This is an optimization exercise on Yosys and OpenROAD, whose aim is small area, not a production implementation. At most, simulation tests tie the RTL to the original design; equivalence was not proved. Only the layout flow was run in runs 1 and 2; the RTL was not checked for function there. No activity file was given, so power comes from the tool's default toggle rates.

==> flow/design.v <==
module dfr_font_rom (
    input  wire [6:0] code,
    output reg  [7:0] glyph
);
    always @(*) begin
        case (code)
            7'h20: glyph = 8'h00; 7'h21: glyph = 8'h06; 7'h22: glyph = 8'h22; 7'h23: glyph = 8'h7E;
            7'h24: glyph = 8'h6D; 7'h25: glyph = 8'h52; 7'h26: glyph = 8'h46; 7'h27: glyph = 8'h20;
            7'h28: glyph = 8'h29; 7'h29: glyph = 8'h0B; 7'h2A: glyph = 8'h21; 7'h2B: glyph = 8'h70;
            7'h2C: glyph = 8'h10; 7'h2D: glyph = 8'h40; 7'h2E: glyph = 8'h80; 7'h2F: glyph = 8'h52;
            7'h30: glyph = 8'h3F; 7'h31: glyph = 8'h06; 7'h32: glyph = 8'h5B; 7'h33: glyph = 8'h4F;
            7'h34: glyph = 8'h66; 7'h35: glyph = 8'h6D; 7'h36: glyph = 8'h7D; 7'h37: glyph = 8'h07;
            7'h38: glyph = 8'h7F; 7'h39: glyph = 8'h6F; 7'h3A: glyph = 8'h09; 7'h3B: glyph = 8'h0D;
            7'h3C: glyph = 8'h61; 7'h3D: glyph = 8'h48; 7'h3E: glyph = 8'h43; 7'h3F: glyph = 8'h53;
            7'h40: glyph = 8'h5F; 7'h41: glyph = 8'h77; 7'h42: glyph = 8'h7C; 7'h43: glyph = 8'h39;
            7'h44: glyph = 8'h5E; 7'h45: glyph = 8'h79; 7'h46: glyph = 8'h71; 7'h47: glyph = 8'h3D;
            7'h48: glyph = 8'h76; 7'h49: glyph = 8'h30; 7'h4A: glyph = 8'h1E; 7'h4B: glyph = 8'h75;
            7'h4C: glyph = 8'h38; 7'h4D: glyph = 8'h15; 7'h4E: glyph = 8'h37; 7'h4F: glyph = 8'h3F;
            7'h50: glyph = 8'h73; 7'h51: glyph = 8'h6B; 7'h52: glyph = 8'h33; 7'h53: glyph = 8'h6D;
            7'h54: glyph = 8'h78; 7'h55: glyph = 8'h3E; 7'h56: glyph = 8'h3E; 7'h57: glyph = 8'h2A;
            7'h58: glyph = 8'h76; 7'h59: glyph = 8'h6E; 7'h5A: glyph = 8'h5B; 7'h5B: glyph = 8'h39;
            7'h5C: glyph = 8'h64; 7'h5D: glyph = 8'h0F; 7'h5E: glyph = 8'h23; 7'h5F: glyph = 8'h08;
            7'h60: glyph = 8'h02; 7'h61: glyph = 8'h5F; 7'h62: glyph = 8'h7C; 7'h63: glyph = 8'h58;
            7'h64: glyph = 8'h5E; 7'h65: glyph = 8'h7B; 7'h66: glyph = 8'h71; 7'h67: glyph = 8'h6F;
            7'h68: glyph = 8'h74; 7'h69: glyph = 8'h10; 7'h6A: glyph = 8'h0C; 7'h6B: glyph = 8'h75;
            7'h6C: glyph = 8'h30; 7'h6D: glyph = 8'h14; 7'h6E: glyph = 8'h54; 7'h6F: glyph = 8'h5C;
            7'h70: glyph = 8'h73; 7'h71: glyph = 8'h67; 7'h72: glyph = 8'h50; 7'h73: glyph = 8'h6D;
            7'h74: glyph = 8'h78; 7'h75: glyph = 8'h1C; 7'h76: glyph = 8'h1C; 7'h77: glyph = 8'h14;
            7'h78: glyph = 8'h76; 7'h79: glyph = 8'h6E; 7'h7A: glyph = 8'h5B; 7'h7B: glyph = 8'h46;
            7'h7C: glyph = 8'h30; 7'h7D: glyph = 8'h70; 7'h7E: glyph = 8'h01;
            default: glyph = 8'h00;
        endcase
    end
endmodule
module dfr_segment_encoder (
    input  wire [7:0] code,
    output wire [6:0] stored
);
    wire printable = !code[7] && (code[6:5] != 2'b00) && (code[6:0] != 7'h7F);
    assign stored = printable ? code[6:0] : 7'h20;
endmodule
module display_font_rom (
    input  wire        clk,
    input  wire        rst,          
    input  wire        tick,         
    input  wire        in_valid,
    input  wire [31:0] in_data,
    output wire        in_ready,
    output wire        rsp_valid,
    output wire [31:0] rsp_data,
    output reg         load,         
    output reg         din,          
    output reg         sclk          
);
    localparam [3:0] OP_SETUP    = 4'h1, OP_SET_TEXT = 4'h2, OP_ALIGN = 4'h3,
                     OP_EFFECT   = 4'h4, OP_SCROLL   = 4'h5, OP_DEMO  = 4'h6,
                     OP_PRINT    = 4'h7;
    localparam [2:0] ST_OK = 3'd0, ST_OUT_OF_RANGE = 3'd1, ST_BAD_MAP = 3'd2,
                     ST_IGNORED = 3'd3, ST_BAD_CMD = 3'd4;
    localparam [1:0] EFF_NONE = 2'd0, EFF_BLINK = 2'd1, EFF_SCROLL = 2'd2;
    localparam [2:0] S_IDLE = 3'd0, S_ADVANCE = 3'd1, S_INIT = 3'd2,
                     S_FETCH = 3'd3, S_ALIGN = 3'd4, S_SHIFT = 3'd5;
    localparam [1:0] C_HDR = 2'd0, C_PAY = 2'd1, C_EXEC = 2'd2, C_RSP = 2'd3;
    reg  [4:0]   rt;                 
    reg  [4:0]   rq;                 
    reg  [223:0] tring;              
    reg  [104:0] pring;              
    wire [4:0] rt_next = rt + 5'd1;
    wire [4:0] rq_next = (rq >= 5'd11) ? rq - 5'd11 : rq + 5'd10;
    localparam [4:0] PIN_NONE = 5'd31;
    reg        configured;
    reg  [4:0] nseg, ndig;
    reg  [5:0] text_len;
    reg  [4:0] start_pos;
    reg  [4:0] win_w;                
    reg  [4:0] visible_idx;
    reg  [1:0] effect;
    reg  [7:0] cycles_left;          
    reg        demo_mode;
    reg  [6:0] demo_idx;             
    reg  [7:0] demo_cycles_left;
    reg        blink_on;
    reg  [1:0] eff_timer;
    reg  [2:0]  fsm;
    reg         tick_pending;
    reg  [4:0]  pos;                 
    reg  [6:0]  k;                   
    reg  [4:0]  rem;                 
    reg  [4:0]  bc;                  
    reg  [7:0]  lit;                 
    reg  [1:0]  cstate;
    reg  [11:0] c_n, c_cnt;
    reg  [2:0]  c_st;
    reg         c_setup;             
    reg         c_text;              
    reg         c_print;
    reg         c_clr;               
    wire [5:0] vis_len = (text_len < {1'b0, win_w}) ? text_len : {1'b0, win_w};
    wire [6:0] ss_next  = {2'b0, visible_idx} + 7'd1;
    wire       ss_wrap  = (ss_next + {2'b0, win_w}) > {1'b0, text_len};
    wire [4:0] ss_idx   = ss_wrap ? 5'd0 : ss_next[4:0];
    wire       ss_count = ss_wrap && (cycles_left != 8'd0);
    wire       ss_done  = ss_count && (cycles_left == 8'd1);
    wire [7:0] ds_next  = {1'b0, demo_idx} + 8'd1;
    wire       ds_wrap  = (ds_next + {3'b0, ndig}) > 8'h7F;
    wire [6:0] ds_idx   = ds_wrap ? 7'h20 : ds_next[6:0];
    wire       ds_count = ds_wrap && (demo_cycles_left != 8'd0);
    wire       ds_done  = ds_count && (demo_cycles_left == 8'd1);
    wire hdr_state = (cstate == C_HDR) || (cstate == C_RSP);
    wire need_t    = c_text && (c_cnt < 12'd32);
    wire need_p    = c_setup && (c_st == ST_OK);
    wire pin_ok    = (in_data[7:0] <= 8'd19);
    wire pay_rdy   = !c_clr &&
                     !(need_t && (rt_next != c_cnt[4:0])) &&
                     !(need_p && pin_ok && (rq_next != in_data[4:0]));
    assign in_ready = (cstate == C_PAY) ? pay_rdy
                                        : (hdr_state && (fsm == S_IDLE) && !tick_pending);
    wire        hdr_fire = in_valid && in_ready && hdr_state;
    wire        pay_fire = in_valid && in_ready && (cstate == C_PAY);
    wire [3:0]  h_op = in_data[31:28];
    wire [7:0]  h_a  = in_data[27:20];
    wire [7:0]  h_b  = in_data[19:12];
    wire [11:0] h_n  = in_data[11:0];
    wire [7:0]  pb   = in_data[7:0];
    wire [8:0] h_sum    = {1'b0, h_a} + {1'b0, h_b};
    wire       h_map_ok = (h_n == {3'b0, h_sum}) && (h_a != 8'd0) && (h_b != 8'd0) &&
                          (h_sum <= 9'd20);
    wire       h_print = (h_op == OP_PRINT);
    wire       h_textop = (h_op == OP_SET_TEXT) || h_print;
    wire       h_win   = configured && (h_print ? (h_a < {3'b0, ndig})
                                                : ((h_a <= h_b) && (h_b < {3'b0, ndig})));
    wire [4:0] h_end   = h_print ? ndig : (h_b[4:0] + 5'd1);    
    wire       h_ign   = h_print && demo_mode;
    wire       h_text_ok = h_textop && h_win && !h_ign;
    wire [5:0] h_len   = (h_n > 12'd32) ? 6'd32 : h_n[5:0];
    wire [1:0]       al_sel = (h_a[1:0] == 2'd3) ? 2'd0 : h_a[1:0];
    wire signed [7:0] al_d  = $signed({2'b0, text_len}) - $signed({3'b0, win_w});
    wire [4:0]       al_right  = (al_d > 0) ? al_d[4:0] : 5'd0;
    wire [4:0]       al_center = (al_d > 0) ? al_d[5:1] : 5'd0;
    wire [11:0] rsp_cnt = (c_st == ST_IGNORED) ? c_n :
                          (c_print && c_st == ST_OK) ? ((c_n > 12'd32) ? 12'd32 : c_n) :
                          12'd0;
    assign rsp_valid = (cstate == C_RSP);
    assign rsp_data  = {16'd0, 1'b0, c_st, rsp_cnt};
    wire [6:0] pb_code;
    dfr_segment_encoder u_enc (.code(pb), .stored(pb_code));
    wire [6:0] tap0 = tring[6:0];        
    wire [6:0] tap1 = tring[223:217];    
    wire [6:0] cur_code = demo_mode ? k : tap0;
    wire [7:0] cur_glyph;
    dfr_font_rom u_rom (.code(cur_code), .glyph(cur_glyph));
    wire       dp0    = (cur_code == 7'h2E);                     
    wire       dp1    = demo_mode ? (k == 7'h2D) : (tap1 == 7'h2E);    
    wire [4:0] win_lo = demo_mode ? 5'd0 : start_pos;
    wire       in_win = (pos >= win_lo) && (rem != 5'd0);
    wire       merge  = in_win && !dp0 && (rem[4:1] != 4'd0) && dp1;
    wire       show   = demo_mode || !((effect == EFF_BLINK) && !blink_on);
    wire       fetch_wait = in_win && !demo_mode && (rt != k[4:0]);
    wire [4:0] role    = pring[4:0];
    wire [4:0] selslot = nseg + pos;
    wire       seg_hit = (role[4:3] == 2'b00) && (role < nseg) && lit[role[2:0]];
    wire       pin_bit = seg_hit || (role == selslot);
    wire [4:0] tail    = pring[104:100];         
    wire       pb_dup  = (tail != PIN_NONE);
    always @(posedge clk) begin
        rt <= rt_next;
        rq <= rq_next;
        tring <= {tring[216:0],
                  (pay_fire && need_t) ? pb_code : tring[223:217]};
        pring <= {pring[99:0],
                  c_clr ? PIN_NONE : (pay_fire && need_p) ? c_cnt[4:0] : tail};
        if (rst) begin
            rt <= 5'd0;
            rq <= 5'd0;
            c_clr <= 1'b0;
            configured <= 1'b0;
            nseg <= 5'd0;
            ndig <= 5'd0;
            text_len <= 6'd0;
            start_pos <= 5'd0;
            win_w <= 5'd1;
            visible_idx <= 5'd0;
            effect <= EFF_NONE;
            cycles_left <= 8'd0;
            demo_mode <= 1'b0;
            demo_idx <= 7'h20;
            demo_cycles_left <= 8'd0;
            blink_on <= 1'b1;
            eff_timer <= 2'd0;
            fsm <= S_IDLE;
            tick_pending <= 1'b0;
            load <= 1'b1;
            din <= 1'b0;
            sclk <= 1'b0;
            cstate <= C_HDR;
        end else begin
            if (tick)
                tick_pending <= 1'b1;
            case (cstate)
                C_HDR, C_RSP: begin
                    cstate <= C_HDR;
                    if (hdr_fire) begin
                        c_n <= h_n;
                        c_cnt <= 12'd0;
                        c_setup <= 1'b0;
                        c_text <= 1'b0;
                        c_print <= h_print;
                        c_st <= ST_OK;
                        cstate <= (h_n == 12'd0) ? C_EXEC : C_PAY;
                        case (h_op)
                            OP_SETUP: begin
                                c_setup <= !configured;
                                c_clr <= !configured && h_map_ok;
                                bc <= 5'd0;
                                if (configured || !h_map_ok)
                                    c_st <= ST_BAD_MAP;
                                if (!configured) begin
                                    nseg <= h_a[4:0];
                                    ndig <= h_b[4:0];
                                end
                            end
                            OP_SET_TEXT, OP_PRINT: begin
                                if (h_ign)
                                    c_st <= ST_IGNORED;
                                else if (!h_win)
                                    c_st <= ST_OUT_OF_RANGE;
                                if (h_text_ok) begin
                                    c_text <= 1'b1;
                                    text_len <= h_len;
                                    start_pos <= h_a[4:0];
                                    win_w <= h_end - h_a[4:0];
                                    visible_idx <= 5'd0;
                                end
                            end
                            OP_ALIGN: begin
                                if (effect != EFF_SCROLL) begin
                                    case (al_sel)
                                        2'd0:    visible_idx <= 5'd0;
                                        2'd2:    visible_idx <= al_right;
                                        default: visible_idx <= al_center;
                                    endcase
                                end
                            end
                            OP_EFFECT: begin
                                effect <= (h_a[1:0] == 2'd3) ? EFF_NONE : h_a[1:0];
                                cycles_left <= h_b;
                                blink_on <= 1'b1;
                                eff_timer <= 2'd0;
                                if (h_a[1:0] == EFF_SCROLL)
                                    visible_idx <= 5'd0;
                            end
                            OP_SCROLL: begin
                                if (effect == EFF_SCROLL) begin
                                    visible_idx <= ss_idx;
                                    if (ss_count)
                                        cycles_left <= cycles_left - 8'd1;
                                    if (ss_done)
                                        effect <= EFF_NONE;
                                end
                            end
                            OP_DEMO: begin
                                demo_mode <= (h_a[1:0] == 2'd1);
                                demo_cycles_left <= h_b;
                                demo_idx <= 7'h20;
                                eff_timer <= 2'd0;
                            end
                            default: c_st <= ST_BAD_CMD;
                        endcase
                    end
                end
                C_PAY: if (c_clr) begin
                    bc <= bc + 5'd1;
                    if (bc == 5'd20)
                        c_clr <= 1'b0;
                end else if (pay_fire) begin
                    if (c_setup && (!pin_ok || pb_dup))
                        c_st <= ST_BAD_MAP;
                    c_cnt <= c_cnt + 12'd1;
                    if (c_cnt + 12'd1 == c_n)
                        cstate <= C_EXEC;
                end
                default: begin   
                    if (c_setup && (c_st == ST_OK))
                        configured <= 1'b1;
                    cstate <= C_RSP;
                end
            endcase
            case (fsm)
                S_IDLE: begin
                    if (tick_pending && hdr_state && !hdr_fire) begin
                        tick_pending <= tick;
                        if (configured)
                            fsm <= S_ADVANCE;
                    end
                end
                S_ADVANCE: begin
                    if (demo_mode) begin
                        if (eff_timer == 2'd2) begin
                            eff_timer <= 2'd0;
                            demo_idx <= ds_idx;
                            if (ds_count)
                                demo_cycles_left <= demo_cycles_left - 8'd1;
                            if (ds_done)
                                demo_mode <= 1'b0;
                        end else begin
                            eff_timer <= eff_timer + 2'd1;
                        end
                    end else if (effect == EFF_BLINK) begin
                        if (eff_timer != 2'd0) begin
                            eff_timer <= 2'd0;
                            blink_on <= !blink_on;
                            if (!blink_on && (cycles_left != 8'd0)) begin
                                cycles_left <= cycles_left - 8'd1;
                                if (cycles_left == 8'd1)
                                    effect <= EFF_NONE;
                            end
                        end else begin
                            eff_timer <= eff_timer + 2'd1;
                        end
                    end else if (effect == EFF_SCROLL) begin
                        if (eff_timer == 2'd2) begin
                            eff_timer <= 2'd0;
                            visible_idx <= ss_idx;
                            if (ss_count)
                                cycles_left <= cycles_left - 8'd1;
                            if (ss_done)
                                effect <= EFF_NONE;
                        end else begin
                            eff_timer <= eff_timer + 2'd1;
                        end
                    end else begin
                        eff_timer <= 2'd0;
                    end
                    fsm <= S_INIT;
                end
                S_INIT: begin
                    pos <= 5'd0;
                    k <= demo_mode ? demo_idx : {2'b0, visible_idx};
                    rem <= demo_mode ? ndig : vis_len[4:0];
                    fsm <= S_FETCH;
                end
                S_FETCH: begin
                    if (!fetch_wait) begin
                        lit <= (in_win && show) ? (cur_glyph | (merge ? 8'h80 : 8'h00)) : 8'h00;
                        if (in_win) begin
                            k <= k + (merge ? 7'd2 : 7'd1);
                            rem <= rem - (merge ? 5'd2 : 5'd1);
                        end
                        fsm <= S_ALIGN;
                    end
                end
                S_ALIGN: begin
                    if (rq == 5'd2) begin
                        load <= 1'b0;
                        din <= 1'b0;         
                        bc <= 5'd0;
                        fsm <= S_SHIFT;
                    end
                end
                S_SHIFT: begin
                    if (!sclk) begin
                        sclk <= 1'b1;
                    end else begin
                        sclk <= 1'b0;
                        if (bc == 5'd23) begin
                            load <= 1'b1;
                            if (pos == ndig - 5'd1) begin
                                fsm <= S_IDLE;
                            end else begin
                                pos <= pos + 5'd1;
                                fsm <= S_FETCH;
                            end
                        end else begin
                            bc <= bc + 5'd1;
                            din <= (bc >= 5'd3) ? pin_bit : 1'b0;
                        end
                    end
                end
                default: fsm <= S_IDLE;
            endcase
        end
    end
endmodule
==> flow/run.sh <==
#!/bin/bash
# synth_recipe.tcl (not shown) runs the flow's synth.tcl, then flattens the netlist and writes it again
# the make line also repeats each setting of config.mk as NAME=value (left out here)
make -C /OpenROAD-flow-scripts/flow DESIGN_CONFIG=/design/flow/config.mk WORK_HOME=/design/flow/orfs CLKGATE_MAP_FILE= SYNTH_SCRIPT=/design/flow/synth_recipe.tcl finish
==> flow/config.mk <==
export PLATFORM = sky130hd
export DESIGN_NAME = display_font_rom
export DESIGN_NICKNAME = display_font_rom
export VERILOG_FILES = /design/flow/design.v
export SDC_FILE = /design/flow/constraint.sdc
export NUM_CORES = 4
export LEC_CHECK = 0
export ABC_AREA = 1
export CAP_MARGIN = 20
export CORE_MARGIN = 2
export CORE_UTILIZATION = 40
export CTS_BUF_LIST = sky130_fd_sc_hd__clkbuf_8
export CTS_CLUSTER_DIAMETER = 50
export CTS_CLUSTER_SIZE = 20
export SLEW_MARGIN = 20
==> flow/constraint.sdc <==
create_clock -name core_clock -period 10.0 [get_ports {clk}]
set_input_delay 2.0000 -clock core_clock [delete_from_list [all_inputs] [get_ports {clk}]]
set_output_delay 2.0000 -clock core_clock [all_outputs]
set_load 0.01 [all_outputs]
==> impl_metrics.toml, run 1 <==
[worst_setup_path]
worstPathCellList = "clkdlybuf4s50_1 -> inv_1 -> nand3_1 -> nand2_1 -> nor2_1 -> nand3_1 -> nand2_1 -> nand2_2 -> nand2_4 -> clkdlybuf4s50_1"
startpoint_type = "primary input"
startpoint = "in_data[2]"
r2r_end = "k[4]$_DFFE_PP_"
path_max_fanout = 6
worstPathArrival_ns = 3.96
rr_worst_depth = 19
cp.required_ns = 8.00
cp-end-kind = "primary output"
rrSetupSlack_ns = 5.58
worstSetupPathType = "in2out"
rr_startpoint = "demo_mode$_SDFF_PP0_"
crit_path_top_delay_cell = "clkdlybuf4s50_1"
critPathMaxStageDelay_ns = 0.60

[die]
initial_core_util_pct = 40.3
rows = 80
dieArea_mm2 = 0.0496
core_mm2 = 0.0474
die_h_um = 223
die_w_um = 223
ios = 73

[cts]
htree_levels = 2
ctsResizeCount = 0
root_buffer = "clkbuf_8"
cts_buffers = 43
insertion_delay_ns = 0.66
cts_hold_buf = 0
cts_sinks = 470
postCtsSetupBuffers = 0
clk_path_buf_depth = 3
path_clk_slew_ns = 0.11
cts_tree = "done"

[yosys]
synth_top_area_share_pct = 42.9
yosys_warnings = 2
synthArstFlopShare_pct = 0
synth_edf_count = 60
synth-main-ff-cell = "dfxtp_1"
ys_seq_elements = 470
ys_seq_area_share_pct = 52.4
avgSynthCellArea_um2 = 8.83
syn-cell-area_mm2 = 0.0191
ys_top_cells_by_area = "dfxtp_1 (43%), edfxtp_1 (9.4%), ha_1 (6.9%)"
synth.distinct_cells = 61
synth_top_area_cell = "dfxtp_1"
synthCells = 2165

[cells_and_area]
area_growth_pct = 10.8
seq_area_mm2 = 0.0100
mostFrequentLayoutCells = "dfxtp_1 (410), nand2_1 (344), inv_1 (266), nor2_1 (194), a21oi_1 (153)"
stdcell_count = 2876
fillers = 4680
layout_commonest_cell = "dfxtp_1"
multi_input_area_mm2 = 0.00784
final_nets = 2382
drive_gt1_share_pct = 4.65

[timing]
min_period_ns = 5.96
hold-worst-slack_ns = 0.308
setup_tns_ns = 0
max_slew_margin_pct = 30.8
fin_skew_ns = 0.0524
fin_crit_sh_pct = 59.6
hold_viol_final = 0
rsz0062_at_grt = "false"
worstMarginPinSlew_ns = 1.03
final_max_slew_viol_count = 0
timing.fmax_mhz = 168
setup_viol = 0

[place]
io_buffer_count = 55
place_congestion = 0.916
dp_cells = 2803
hpwl_um = 37700

[grt]
grt_pass1_wl_um = 78400
grt_max_degree = 37
grt_use_total_pct = 20.1
grt_pass1_vias = 14134
grt_overflow = 0
antenna_found_initial = 2

[drt]
dr.first_iter.drc_count = 1218
wl_per_cell_um = 17.5
ant_nets = 0
drt_wl_total_um = 50200
dr.pass1.iters = 6
via_per_inst = 5.18
drc = 0
vias = 14904

[job]
drv_cap = 0

[min_path]
hold_class = "reg2reg"
min_to = "tring[24]$_DFF_P_"
holdPathStages = 0
hold_start = "tring[17]$_DFF_P_"

[outcome]
status = "timing/DRC/antenna clean"

[power_and_ir_drop]
power_density_mw_per_mm2 = 199
p_leak_nw = 9.01
ir_drop_uv = 81.2
critical path: cells and delay by family:
| family | cells | cell delay, ns |
|---|---|---|
| AND/OR/NAND/NOR | 7 | 0.64 |
| buffers and inverters | 3 | 1.32 |
cells in the mapped netlist (5+ instances only):
| master | count |
|---|---|
| a211oi_1 | 5 |
| a21oi_1 | 153 |
| a31oi_1 | 11 |
| buf_2 | 5 |
| buf_4 | 17 |
| clkbuf_1 | 33 |
| clkinv_1 | 7 |
| dfxtp_1 | 410 |
| edfxtp_1 | 60 |
| fa_1 | 8 |
| ha_1 | 105 |
| inv_1 | 265 |
| nand2_1 | 344 |
| nand3_1 | 138 |
| nand4_1 | 38 |
| nor2_1 | 194 |
| nor3_1 | 29 |
| nor4_1 | 12 |
| o211ai_1 | 23 |
| o21a_1 | 5 |
| o21ai_0 | 135 |
| o21ai_1 | 6 |
| o221ai_1 | 5 |
| o22ai_1 | 9 |
| o311ai_0 | 7 |
| o31ai_1 | 10 |
| xnor2_1 | 28 |
| xor2_1 | 47 |
layout make-up:
class | instances | area share, %
clock inverters | 26 | 1.31
repair buffers | 66 | 2.99
well taps | 615 | 3.63
inverters | 275 | 4.87
multi-input cells | 1377 | 37.0
clock buffers | 45 | 2.92
flip-flops and latches | 470 | 47.3
diodes | 2 | 0.0236
metrics by stage:
stage | total power, mW | setup slack (ns) | util, % | cell area [µm²]
after floorplan | 2.78 | 5.32 | - | 19200
after global routing | 4.43 | 3.90 | 44.6 | 21200
after detailed placement | 3.05 | 4.05 | 42.7 | 20300
final | 4.21 | 4.04 | 44.6 | 21200
after global placement | 3.04 | 4.08 | 42.7 | 20300
after CTS | 4.25 | 4.04 | 44.6 | 21200
registers in the layout, indices dropped and copies added (netlist names), 6 cells and up:
register	cells
demo_cycles_left	8
lit	8
tring	224
k	7
c_cnt	12
text_len	6
pring	105
demo_idx	7
c_n	12
cycles_left	8
worst max-delay path by stage:
stage | end | slack, ns | cells after the start
floorplan | in_ready | 5.32 | 8
global placement | in_ready | 4.08 | 11
detailed placement | in_ready | 4.05 | 11
CTS | in_ready | 4.04 | 11
global route | in_ready | 3.90 | 8
finish | in_ready | 4.04 | 10
power by group:
part,internal (mW),switching (mW)
sequential,2.14,0.123
combinational,0.259,0.500
clock,0.485,0.708
total,2.88,1.33
cells by family (layout without fill, tap and decap cells):
family          Yosys count  count (layout)  synth area share [%]
compound gates          390             390                  11.5
xor+xnor                 76              76                  3.55
fa+ha+maj               113             113                  7.71
buf+inv                 334             412                  6.98
flops                   470             470                  52.4
other cells               1              19                0.0196
simple gates            781             781                  17.8
per-layer routing:
metal / vias up / global-route usage (%) / share of wire, %
li1: 7283 / - / -
met1: 7040 / 27.9 / 46
met2: 488 / 31.5 / 44
met3: 93 / 3.20 / 6.2
met4: 0 / 7.99 / 3.4
met5: - / 0 / 0
==> run 2: changes to the inputs <==
--- a/flow/config.mk
+++ b/flow/config.mk
@@ -11,5 +11,5 @@
 export CORE_UTILIZATION = 40
-export CTS_BUF_LIST = sky130_fd_sc_hd__clkbuf_8
-export CTS_CLUSTER_DIAMETER = 50
-export CTS_CLUSTER_SIZE = 20
+export CTS_BUF_LIST = sky130_fd_sc_hd__clkbuf_16
+export CTS_CLUSTER_DIAMETER = 60
+export CTS_CLUSTER_SIZE = 30
 export SLEW_MARGIN = 20
==> run 2 against run 1 <==
- still clean
- clock power is 24% higher
- synthesized area did not move
- power increased by 6.9%
- core utilization up 0.71 points
- critical path type unchanged
- critical endpoint unchanged
- largest cell class unchanged
==> impl_metrics.toml, run 2 <==
[outcome]
status = "timing/DRC/antenna clean"

[cts]
cts_hold_buf = 0
cts_buffers = 36
cts_sinks = 470
postCtsSetupBuffers = 0
path_clk_slew_ns = 0.09
htree_levels = 2
insertion_delay_ns = 0.58
cts_tree = "done"
clk_path_buf_depth = 3
ctsResizeCount = 0
root_buffer = "clkbuf_16"

[worst_setup_path]
cp.required_ns = 8.00
startpoint = "in_data[4]"
worstPathArrival_ns = 3.99
rr_startpoint = "demo_mode$_SDFF_PP0_"
startpoint_type = "primary input"
worstSetupPathType = "in2out"
rrSetupSlack_ns = 5.59
path_max_fanout = 7
cp-end-kind = "primary output"

[yosys]
yosys_warnings = 2
ys_top_cells_by_area = "dfxtp_1 (43%), edfxtp_1 (9.4%), ha_1 (6.9%)"
synthCells = 2165
synth_top_area_share_pct = 42.9
synth_commonest_cells = "dfxtp_1 (410), nand2_1 (344), inv_1 (265)"
synth-main-ff-cell = "dfxtp_1"
synth_top_area_cell = "dfxtp_1"
ys_seq_elements = 470
syn-cell-area_mm2 = 0.0191
synth_edf_count = 60
synthArstFlopShare_pct = 0
synth.most_common_cell = "dfxtp_1"
avgSynthCellArea_um2 = 8.83
ys_seq_area_share_pct = 52.4
synth.distinct_cells = 61

[cells_and_area]
biggestRegsByFlops = "tring: 224 flops, pring: 105 flops"
drive_gt1_share_pct = 4.22
final_util_pct = 45.4
top_register = "tring"
layout_commonest_cell = "dfxtp_1"
area_growth_pct = 12.6
largest_reg_flops = 224
final_cell_area_mm2 = 0.0215
final_nets = 2375
fillers = 4638
stdcell_count = 2866
mostFrequentLayoutCells = "dfxtp_1 (410), nand2_1 (344), inv_1 (266), nor2_1 (194), a21oi_1 (153)"

[place]
dp_cells = 2803
pre_cts_ws_ns = 4.05
place_area_mm2 = 0.0203
hpwl_um = 37700
place_congestion = 0.916
io_buffer_count = 55

[drt]
dr.pass1.iters = 6
drc = 0
wl_per_cell_um = 17.4
drt_wl_total_um = 50000
via_per_inst = 5.18
ant_nets = 0
vias = 14853
dr.first_iter.drc_count = 1165

[die]
die_h_um = 223
ios = 73
initial_core_util_pct = 40.3
core_mm2 = 0.0474
die_w_um = 223
rows = 80
dieArea_mm2 = 0.0496

[timing]
final_max_slew_viol_count = 0
hold_viol_final = 0
setup_viol = 0
fin_crit_sh_pct = 59.9
setup_tns_ns = 0
hold-worst-slack_ns = 0.287
min_period_ns = 5.99
worstMarginPinSlew_ns = 1.05
timing.fmax_mhz = 167
fin_ws_ns = 4.01
rsz0062_at_grt = "false"
max_slew_margin_pct = 29.6
fin_skew_ns = 0.0573

[job]
drv_cap = 0

[grt]
grt_use_total_pct = 20.1
grt_max_degree = 37
grt_pass1_vias = 14078
grt_pass1_wl_um = 78100
antenna_found_initial = 2
grt_overflow = 0

[min_path]
hold_start = "tring[124]$_DFF_P_"
hold_class = "reg2reg"

[power_and_ir_drop]
p_leak_nw = 9.15
power_density_mw_per_mm2 = 209
ir_drop_uv = 109
fin_total_pwr_mw = 4.50
[run 2: cell counts after synthesis]
No cell type changed its count.
[run 2: report_power, final]
group | internal [mW] | switching, mW | total, mW
sequential | 2.14 | 0.124 | 2.26
combinational | 0.258 | 0.500 | 0.758
clock | 0.721 | 0.762 | 1.48
[run 2: logic make-up after synthesis]
family / count (synthesis) / synth area share [%]
simple gates: 781 / 17.8
buf+inv: 334 / 6.98
compound gates: 390 / 11.5
other cells: 1 / 0.0196
fa+ha+maj: 113 / 7.71
xor+xnor: 76 / 3.55
flops: 470 / 52.4
[run 2: path summary, 6_finish.rpt]
check | end | depth (start not counted)
max reg2reg | k[4]$_DFFE_PP_ | 19
min | tring[131]$_DFF_P_ | 0
min reg2reg | tring[131]$_DFF_P_ | 0
max | in_ready | 10
[run 2: layout make-up]
cell class	instances	area [µm²]	area share, %
timing repair buffer	66	633	2.94
sequential	470	10000	46.5
inverter	275	1030	4.80
multi-input combinational	1377	7840	36.4
clock buffer	36	901	4.19
tap	615	769	3.58
clock inverter	26	335	1.56
antenna	1	2.50	0.0116
[run 2: worst max-delay path, stage by stage]
cell and delay (ns):
clkdlybuf4s50_1 0.63, inv_1 0.14, nand4_1 0.12, nand2_1 0.06, nor2_1 0.10, nand3_1 0.09
nand2_1 0.08, nand2_2 0.09, nand2_4 0.13, clkdlybuf4s50_1 0.55
[run 2: layer usage]
metal | GRT usage (%) | up-vias | wire (µm)
met5 | 0 | - | 13
met1 | 27.7 | 7046 | 23100
met2 | 31.2 | 444 | 22100
li1 | - | 7267 | -
met4 | 8.18 | 2 | 1690
met3 | 3.36 | 94 | 3090
==> run 3: changes to the inputs <==
--- a/flow/design.v
+++ b/flow/design.v
@@ -86,6 +86,4 @@
     reg  [4:0]  pos;                 
-    reg  [6:0]  k;                   
     reg  [4:0]  rem;                 
     reg  [4:0]  bc;                  
-    reg  [7:0]  lit;                 
     reg  [1:0]  cstate;
@@ -97,6 +95,8 @@
     reg         c_clr;               
+    wire [7:0]  lit = c_n[7:0];              
+    wire [6:0]  k   = c_cnt[6:0];            
     wire [5:0] vis_len = (text_len < {1'b0, win_w}) ? text_len : {1'b0, win_w};
-    wire [6:0] ss_next  = {2'b0, visible_idx} + 7'd1;
-    wire       ss_wrap  = (ss_next + {2'b0, win_w}) > {1'b0, text_len};
-    wire [4:0] ss_idx   = ss_wrap ? 5'd0 : ss_next[4:0];
+    wire [6:0] len_less = {1'b0, text_len} - {2'b0, win_w};
+    wire       ss_wrap  = len_less[6] || ({2'b0, visible_idx} >= len_less);
+    wire [4:0] ss_idx   = ss_wrap ? 5'd0 : visible_idx + 5'd1;
     wire       ss_count = ss_wrap && (cycles_left != 8'd0);
@@ -124,5 +124,6 @@
     wire [7:0]  pb   = in_data[7:0];
-    wire [8:0] h_sum    = {1'b0, h_a} + {1'b0, h_b};
-    wire       h_map_ok = (h_n == {3'b0, h_sum}) && (h_a != 8'd0) && (h_b != 8'd0) &&
-                          (h_sum <= 9'd20);
+    wire [5:0] h_sum    = {1'b0, h_a[4:0]} + {1'b0, h_b[4:0]};
+    wire       h_map_ok = (h_a[7:5] == 3'd0) && (h_b[7:5] == 3'd0) &&
+                          (h_n[11:6] == 6'd0) && (h_n[5:0] == h_sum) && (h_n[5:0] <= 6'd20) &&
+                          (h_a[4:0] != 5'd0) && (h_b[4:0] != 5'd0);
     wire       h_print = (h_op == OP_PRINT);
@@ -136,5 +137,4 @@
     wire [1:0]       al_sel = (h_a[1:0] == 2'd3) ? 2'd0 : h_a[1:0];
-    wire signed [7:0] al_d  = $signed({2'b0, text_len}) - $signed({3'b0, win_w});
-    wire [4:0]       al_right  = (al_d > 0) ? al_d[4:0] : 5'd0;
-    wire [4:0]       al_center = (al_d > 0) ? al_d[5:1] : 5'd0;
+    wire [4:0]       al_right  = len_less[6] ? 5'd0 : len_less[4:0];
+    wire [4:0]       al_center = len_less[6] ? 5'd0 : len_less[5:1];
     wire [11:0] rsp_cnt = (c_st == ST_IGNORED) ? c_n :
@@ -337,3 +337,3 @@
                     pos <= 5'd0;
-                    k <= demo_mode ? demo_idx : {2'b0, visible_idx};
+                    c_cnt[6:0] <= demo_mode ? demo_idx : {2'b0, visible_idx};   
                     rem <= demo_mode ? ndig : vis_len[4:0];
@@ -343,5 +343,5 @@
                     if (!fetch_wait) begin
-                        lit <= (in_win && show) ? (cur_glyph | (merge ? 8'h80 : 8'h00)) : 8'h00;
+                        c_n[7:0] <= (in_win && show) ? (cur_glyph | (merge ? 8'h80 : 8'h00)) : 8'h00;   
                         if (in_win) begin
-                            k <= k + (merge ? 7'd2 : 7'd1);
+                            c_cnt[6:0] <= k + (merge ? 7'd2 : 7'd1);
                             rem <= rem - (merge ? 5'd2 : 5'd1);
@@ -363,3 +363,4 @@
                     end else begin
-                        sclk <= 1'b0;
+                        din <= 1'b0;
+            sclk <= 1'b0;
                         if (bc == 5'd23) begin
--- a/flow/config.mk
+++ b/flow/config.mk
@@ -11,5 +11,5 @@
 export CORE_UTILIZATION = 40
-export CTS_BUF_LIST = sky130_fd_sc_hd__clkbuf_16
-export CTS_CLUSTER_DIAMETER = 60
-export CTS_CLUSTER_SIZE = 30
+export CTS_BUF_LIST = sky130_fd_sc_hd__clkbuf_16 sky130_fd_sc_hd__clkbuf_8
+export CTS_CLUSTER_DIAMETER = 45
+export CTS_CLUSTER_SIZE = 24
 export SLEW_MARGIN = 20
==> run 3 against run 2 <==
- still clean
- final area is 0.91% lower
- clock power is 24% higher
- worst hold slack better by 0.033 ns
- first-iteration DRC count is 5.7% higher
- clock skew is 0.033 ns lower
- sequential share of layout area is 1.7 points lower
- worst setup slack worse by 0.19 ns
- critical path depth stayed put
- die area is 2.9% lower
- flip-flop and latch count is 15 lower
- critical endpoint unchanged
- largest power group unchanged
==> impl_metrics.toml, run 3 <==
[timing]
min_period_ns = 6.17
rsz0062_at_grt = "false"
worstMarginPinSlew_ns = 0.977
setup_viol = 0
hold_viol_final = 0
fin_crit_sh_pct = 61.7
fin_ws_ns = 3.83
setup_tns_ns = 0
max_slew_margin_pct = 34.6
timing.fmax_mhz = 162
final_max_slew_viol_count = 0
fin_skew_ns = 0.0239

[power_and_ir_drop]
internal-power_mw = 3.40
fin_total_pwr_mw = 4.92
p_comb_share_pct = 17.1
ir_drop_uv = 196
pwr-share-seq_pct = 45.5
p_sw_share_pct = 30.9
p_leak_nw = 9.15
power_density_mw_per_mm2 = 231
clkPwrFrac_pct = 37.4
p_switching_mw = 1.52

[place]
hpwl_um = 36400
dp_cells = 2774
pre_cts_ws_ns = 3.84
place_congestion = 0.929
io_buffer_count = 55

[cts]
cts_tree = "done"
cts_hold_buf = 0
root_buffer = "clkbuf_16"
postCtsSetupBuffers = 0
cts_sinks = 455
ctsResizeCount = 0
htree_levels = 2
path_clk_slew_ns = 0.08
clk_path_buf_depth = 3
cts_buffers = 45
insertion_delay_ns = 0.59

[yosys]
yosys_warnings = 2
ys_top_cells_by_area = "dfxtp_1 (44%), nand2_1 (7.9%), edfxtp_1 (7.3%)"
synth.distinct_cells = 57
synthAdderAreaFrac_pct = 7.06
synthArstFlopShare_pct = 0
avgSynthCellArea_um2 = 8.60
synth.most_common_cell = "dfxtp_1"
synth_top_area_share_pct = 44.2
syn-cell-area_mm2 = 0.0186
synth_top_family_by_area = "simple AND/OR/NAND/NOR gates"
synth_edf_count = 45
synth.area.mux_share_pct = 0
synth_compound_area_share_pct = 13.3
synthCells = 2157
synth_commonest_cells = "dfxtp_1 (410), nand2_1 (389), inv_1 (247)"
synth_xor_xnor_area_share_pct = 3.21
synth-main-ff-cell = "dfxtp_1"
synth_top_area_cell = "dfxtp_1"
ys_seq_area_share_pct = 51.5
synth-simple-area-share_pct = 17.7
ys_seq_elements = 455

[worst_setup_path]
path_max_fanout = 9
cp-end-kind = "primary output"
worstPathArrival_ns = 4.17
cp.required_ns = 8.00
startpoint_type = "primary input"
rr_startpoint = "c_cnt[2]$_DFFE_PN_"
worstSetupPathType = "in2out"
startpoint = "in_data[4]"

[grt]
grt_pass1_vias = 13948
grt_max_degree = 67
grt_pass1_wl_um = 77400
grt_use_total_pct = 20.8
antenna_found_initial = 4
grt_overflow = 0

[drt]
via_per_inst = 5.16
dr.pass1.iters = 6
dr.first_iter.drc_count = 1231
wl_per_cell_um = 17.4
vias = 14738
ant_nets = 0
drc = 0
drt_wl_total_um = 49600

[cells_and_area]
largest_reg_flops = 224
layout_commonest_cell = "dfxtp_1"
top_register = "tring"
drive_gt1_share_pct = 5.90
biggestRegsByFlops = "tring: 224 flops, pring: 105 flops"
final_nets = 2358
stdcell_count = 2857
area_growth_pct = 15.0
mostFrequentLayoutCells = "dfxtp_1 (410), nand2_1 (389), inv_1 (249), nor2_1 (192), o21ai_0 (162)"

[job]
drv_cap = 0

[die]
die_h_um = 219
ios = 73
rows = 78
die_w_um = 219
core_mm2 = 0.0456
initial_core_util_pct = 40.7
dieArea_mm2 = 0.0481

[min_path]
hold_class = "reg2reg"
hold_start = "tring[121]$_DFF_P_"

[outcome]
status = "timing/DRC/antenna clean"
run 3: through the flow:
| stage | instance area, µm² | hold WS [ns] | util [%] |
|---|---|---|---|
| 2_1_floorplan | 18600 | 0.310 | - |
| 3_5_place_dp | 19700 | 0.312 | 43.1 |
| 5_1_grt | 21300 | 0.320 | 46.8 |
| 3_3_place_gp | 19700 | 0.310 | 43.1 |
| 6_report | 21300 | 0.319 | 46.8 |
| 4_1_cts | 21300 | 0.317 | 46.8 |
run 3: final timing paths:
| check | endpoint | slack, ns | cells after the start |
|---|---|---|---|
| max | in_ready | 3.83 | 10 |
| min | tring[128]$_DFF_P_ | 0.32 | 0 |
| max reg2reg | c_cnt[6]$_DFFE_PN_ | 4.98 | 16 |
| min reg2reg | tring[128]$_DFF_P_ | 0.32 | 0 |
run 3: critical path, cell delays in order:
cell	delay, ns
clkdlybuf4s50_1	0.76
inv_1	0.14
nand4_1	0.12
nand2_1	0.06
nor2_1	0.10
nand3_1	0.09
nand2_1	0.13
nand2_2	0.09
nand2_4	0.10
clkdlybuf4s50_1	0.59
run 3: metal layers:
layer	part of all wire (%)	track usage, %	vias to the layer above
li1	-	-	7206
met1	45	28.5	6892
met2	43	31.5	524
met3	7.4	3.84	110
met4	4.4	9.77	6
met5	0.069	0	-
run 3: cell families after synthesis:
kind of cell,count (synthesis)
AND/OR/NAND/NOR,774
XOR/XNOR,68
adder cells (fa/ha/maj),101
buffers and inverters,327
AO/OA/AOI/OAI,431
flip-flops,455
other,1
run 3: area by class of cell:
class | instances | area, µm²
Antenna cell | 1 | 2.50
Multi-Input combinational cell | 1391 | 7730
Timing Repair Buffer | 66 | 633
Sequential cell | 455 | 9560
Clock buffer | 49 | 1200
Inverter | 262 | 983
Clock inverter | 33 | 464
Tap cell | 600 | 751
Fill cell | 4331 | 24300
run 3: power groups by stage:
stage	Sequential, mW	Clock (mW)	Combinational (mW)
finish	2.24	1.84	0.842
global route	2.27	1.95	0.945
CTS	2.24	1.88	0.835
detailed placement	2.28	0	0.829
global placement	2.27	0	0.827
floorplan	2.22	0	0.601
==> run 4: changes to the inputs <==
--- a/flow/config.mk
+++ b/flow/config.mk
@@ -11,5 +11,5 @@
 export CORE_UTILIZATION = 40
-export CTS_BUF_LIST = sky130_fd_sc_hd__clkbuf_16 sky130_fd_sc_hd__clkbuf_8
-export CTS_CLUSTER_DIAMETER = 45
-export CTS_CLUSTER_SIZE = 24
+export CTS_BUF_LIST = sky130_fd_sc_hd__clkbuf_16
+export CTS_CLUSTER_DIAMETER = 60
+export CTS_CLUSTER_SIZE = 30
 export SLEW_MARGIN = 20
==> run 4 against run 3 <==
- still clean
- global-route usage fell by 0.17 points
- critical path depth did not move
- final cell count fell by 0.63%
- sequential share of layout area rose by 0.55 points
- count of clock-buffer cells in the layout fell by 13
- clock power fell by 13%
- power fell by 4.8%
- maximum frequency fell by 0.15%
- critical endpoint unchanged
==> impl_metrics.toml, run 4 <==
[cells_and_area]
drive_gt1_share_pct = 5.05
mostFrequentLayoutCells = "dfxtp_1 (410), nand2_1 (389), inv_1 (249), nor2_1 (192), o21ai_0 (162)"
final_nets = 2349
fillers = 4359
biggestRegsByFlops = "tring: 224 flops, pring: 105 flops"
largest_reg_flops = 224
layout_commonest_cell = "dfxtp_1"
area_growth_pct = 13.6
top_register = "tring"

[drt]
via_per_inst = 5.18
ant_nets = 0
dr.pass1.iters = 6
vias = 14695
drc = 0
wl_per_cell_um = 17.4
drt_wl_total_um = 49400
dr.first_iter.drc_count = 1220

[timing]
rsz0062_at_grt = "false"
fin_crit_sh_pct = 61.8
setup_viol = 0
hold_viol_final = 0
timing.fmax_mhz = 162
worstMarginPinSlew_ns = 0.971
fin_ws_ns = 3.82
final_max_slew_viol_count = 0
min_period_ns = 6.18
fin_skew_ns = 0.0581
setup_tns_ns = 0
max_slew_margin_pct = 35.0

[die]
die_h_um = 219
core_mm2 = 0.0456
die_w_um = 219
rows = 78
initial_core_util_pct = 40.7
ios = 73
dieArea_mm2 = 0.0481

[worst_setup_path]
rrSetupSlack_ns = 5.04
path_max_fanout = 9
worstPathArrival_ns = 4.18
startpoint_type = "primary input"
worstSetupPathType = "in2out"
critPathMaxStageDelay_ns = 0.77
worstPathCellList = "clkdlybuf4s50_1 -> inv_1 -> nand4_1 -> nand2_1 -> nor2_1 -> nand3_1 -> nand2_1 -> nand2_2 -> nand2_4 -> clkdlybuf4s50_1"
cp-end-kind = "primary output"
cp.required_ns = 8.00
crit_path_top_delay_cell = "clkdlybuf4s50_1"

[yosys]
synth.most_common_cell = "dfxtp_1"
synth_edf_count = 45
ys_top_cells_by_area = "dfxtp_1 (44%), nand2_1 (7.9%), edfxtp_1 (7.3%)"
ys_seq_area_share_pct = 51.5
synth.distinct_cells = 57
ys_seq_elements = 455
synth-main-ff-cell = "dfxtp_1"
syn-cell-area_mm2 = 0.0186
avgSynthCellArea_um2 = 8.60
yosys_warnings = 2
synthCells = 2157
synth_top_area_share_pct = 44.2
synth_commonest_cells = "dfxtp_1 (410), nand2_1 (389), inv_1 (247)"
synthArstFlopShare_pct = 0
synth_top_area_cell = "dfxtp_1"

[outcome]
status = "timing/DRC/antenna clean"

[cts]
cts_tree = "done"
clk_path_buf_depth = 3
ctsResizeCount = 0
cts_hold_buf = 0
htree_levels = 2
cts_sinks = 455
insertion_delay_ns = 0.59
root_buffer = "clkbuf_16"
path_clk_slew_ns = 0.09
cts_buffers = 36
postCtsSetupBuffers = 0

[power_and_ir_drop]
power_density_mw_per_mm2 = 222
ir_drop_uv = 144
p_leak_nw = 9.01

[grt]
grt_pass1_wl_um = 76600
grt_use_total_pct = 20.6
grt_max_degree = 67
grt_pass1_vias = 13892
grt_overflow = 0
antenna_found_initial = 4

[min_path]
hold_class = "reg2reg"

[place]
place_congestion = 0.929
pre_cts_ws_ns = 3.84
io_buffer_count = 55
hpwl_um = 36400

[job]
drv_cap = 0
run 4: cell count changes in the layout (fill, tap and decap cells not counted), sizes merged:
cell	change
bufinv	-2
inv	-6
clkinvlp	-4
clkbuf	-13
clkinv	+7
run 4: final cells by class:
cell class	instances	area [µm²]	share of cell area [%]
flip-flops and latches	455	9560	45.4
multi-input cells	1391	7730	36.7
inverters	262	983	4.67
clock buffers	36	901	4.28
well taps	600	751	3.56
repair buffers	66	633	3.01
clock inverters	28	510	2.42
diodes	1	2.50	0.0119
run 4: path summary, 6_finish.rpt:
check	start	endpoint	cells past startpoint
max	in_data[4]	in_ready	10
min	tring[54]$_DFF_P_	tring[61]$_DFF_P_	0
max reg2reg	c_cnt[2]$_DFFE_PN_	c_cnt[6]$_DFFE_PN_	16
min reg2reg	tring[54]$_DFF_P_	tring[61]$_DFF_P_	0
run 4: cells by family after synthesis:
group                      count (synthesis)  synth area share (%)
AOI/OAI and AO/OA                        431                  13.3
other                                      1                0.0202
DFF                                      455                  51.5
adders and majority gates                101                  7.06
buffers and inverters                    327                  7.14
xor gates and xnor gates                  68                  3.21
and+or+nand+nor                          774                  17.7
run 4: stage by stage:
step | cell area, µm² | util (%) | cells | hold WS [ns] | power (mW)
global placement | 19700 | 43.1 | 2774 | 0.310 | 3.10
floorplan | 18600 | - | 2173 | 0.310 | 2.82
global route | 21100 | 46.2 | 2838 | 0.313 | 4.92
finish | 21100 | 46.2 | 2839 | 0.315 | 4.68
detailed placement | 19700 | 43.1 | 2774 | 0.312 | 3.11
CTS | 21100 | 46.2 | 2838 | 0.315 | 4.72
run 4: power by group:
group	total (mW)	switching (mW)	internal, mW
clock	1.60	0.821	0.776
combinational	0.846	0.561	0.285
sequential	2.24	0.139	2.10
run 4: worst max-delay path: cells and delay by family:
family / cells / cell delay (ns)
buffers and inverters: 3 / 1.51
and+or+nand+nor: 7 / 0.68
run 4: layer usage:
layer	track usage, %	wire length [µm]	vias up	share of wire, %
li1	-	-	7166	-
met1	28.1	22400	6859	45
met2	30.8	20800	526	42
met3	4.34	3740	140	7.6
met4	10.3	2410	4	4.9
met5	0	26	-	0.053

re-timing with driven ports:
The results above use ideal ports. As a check the final layouts listed here were re-extracted and re-timed, cells and wires unchanged. Step 1: set_driving_cell puts a clkbuf_16 on clk and a buf_2 on each other input, an assumption about the parent block. Step 2 also shifts input and output timing later by t, the mid clock arrival at the registers, as if the neighbouring blocks saw the same clock. Three values: no drivers, after step 1, after step 2; two values: the first two.
run	t (ns)	slack for setup (ns)	clock arrival spread, ns	worst slew at a driven data input, ns
run 1	0.687	4.037 / 3.963 / 3.963	0.055 / 0.054	0.07
run 2	0.613	4.012 / 3.961 / 3.961	0.060 / 0.060	0.08
run 3	0.633	3.827 / 3.765 / 3.765	0.025 / 0.024	0.11
run 4	0.619	3.818 / 3.750 / 3.750	0.058 / 0.058	0.12
After both steps every run listed still meets setup and hold. For run 1, which loses most, drivers alone change the setup slack by -0.074 ns; drivers and shift together by -0.074 ns.
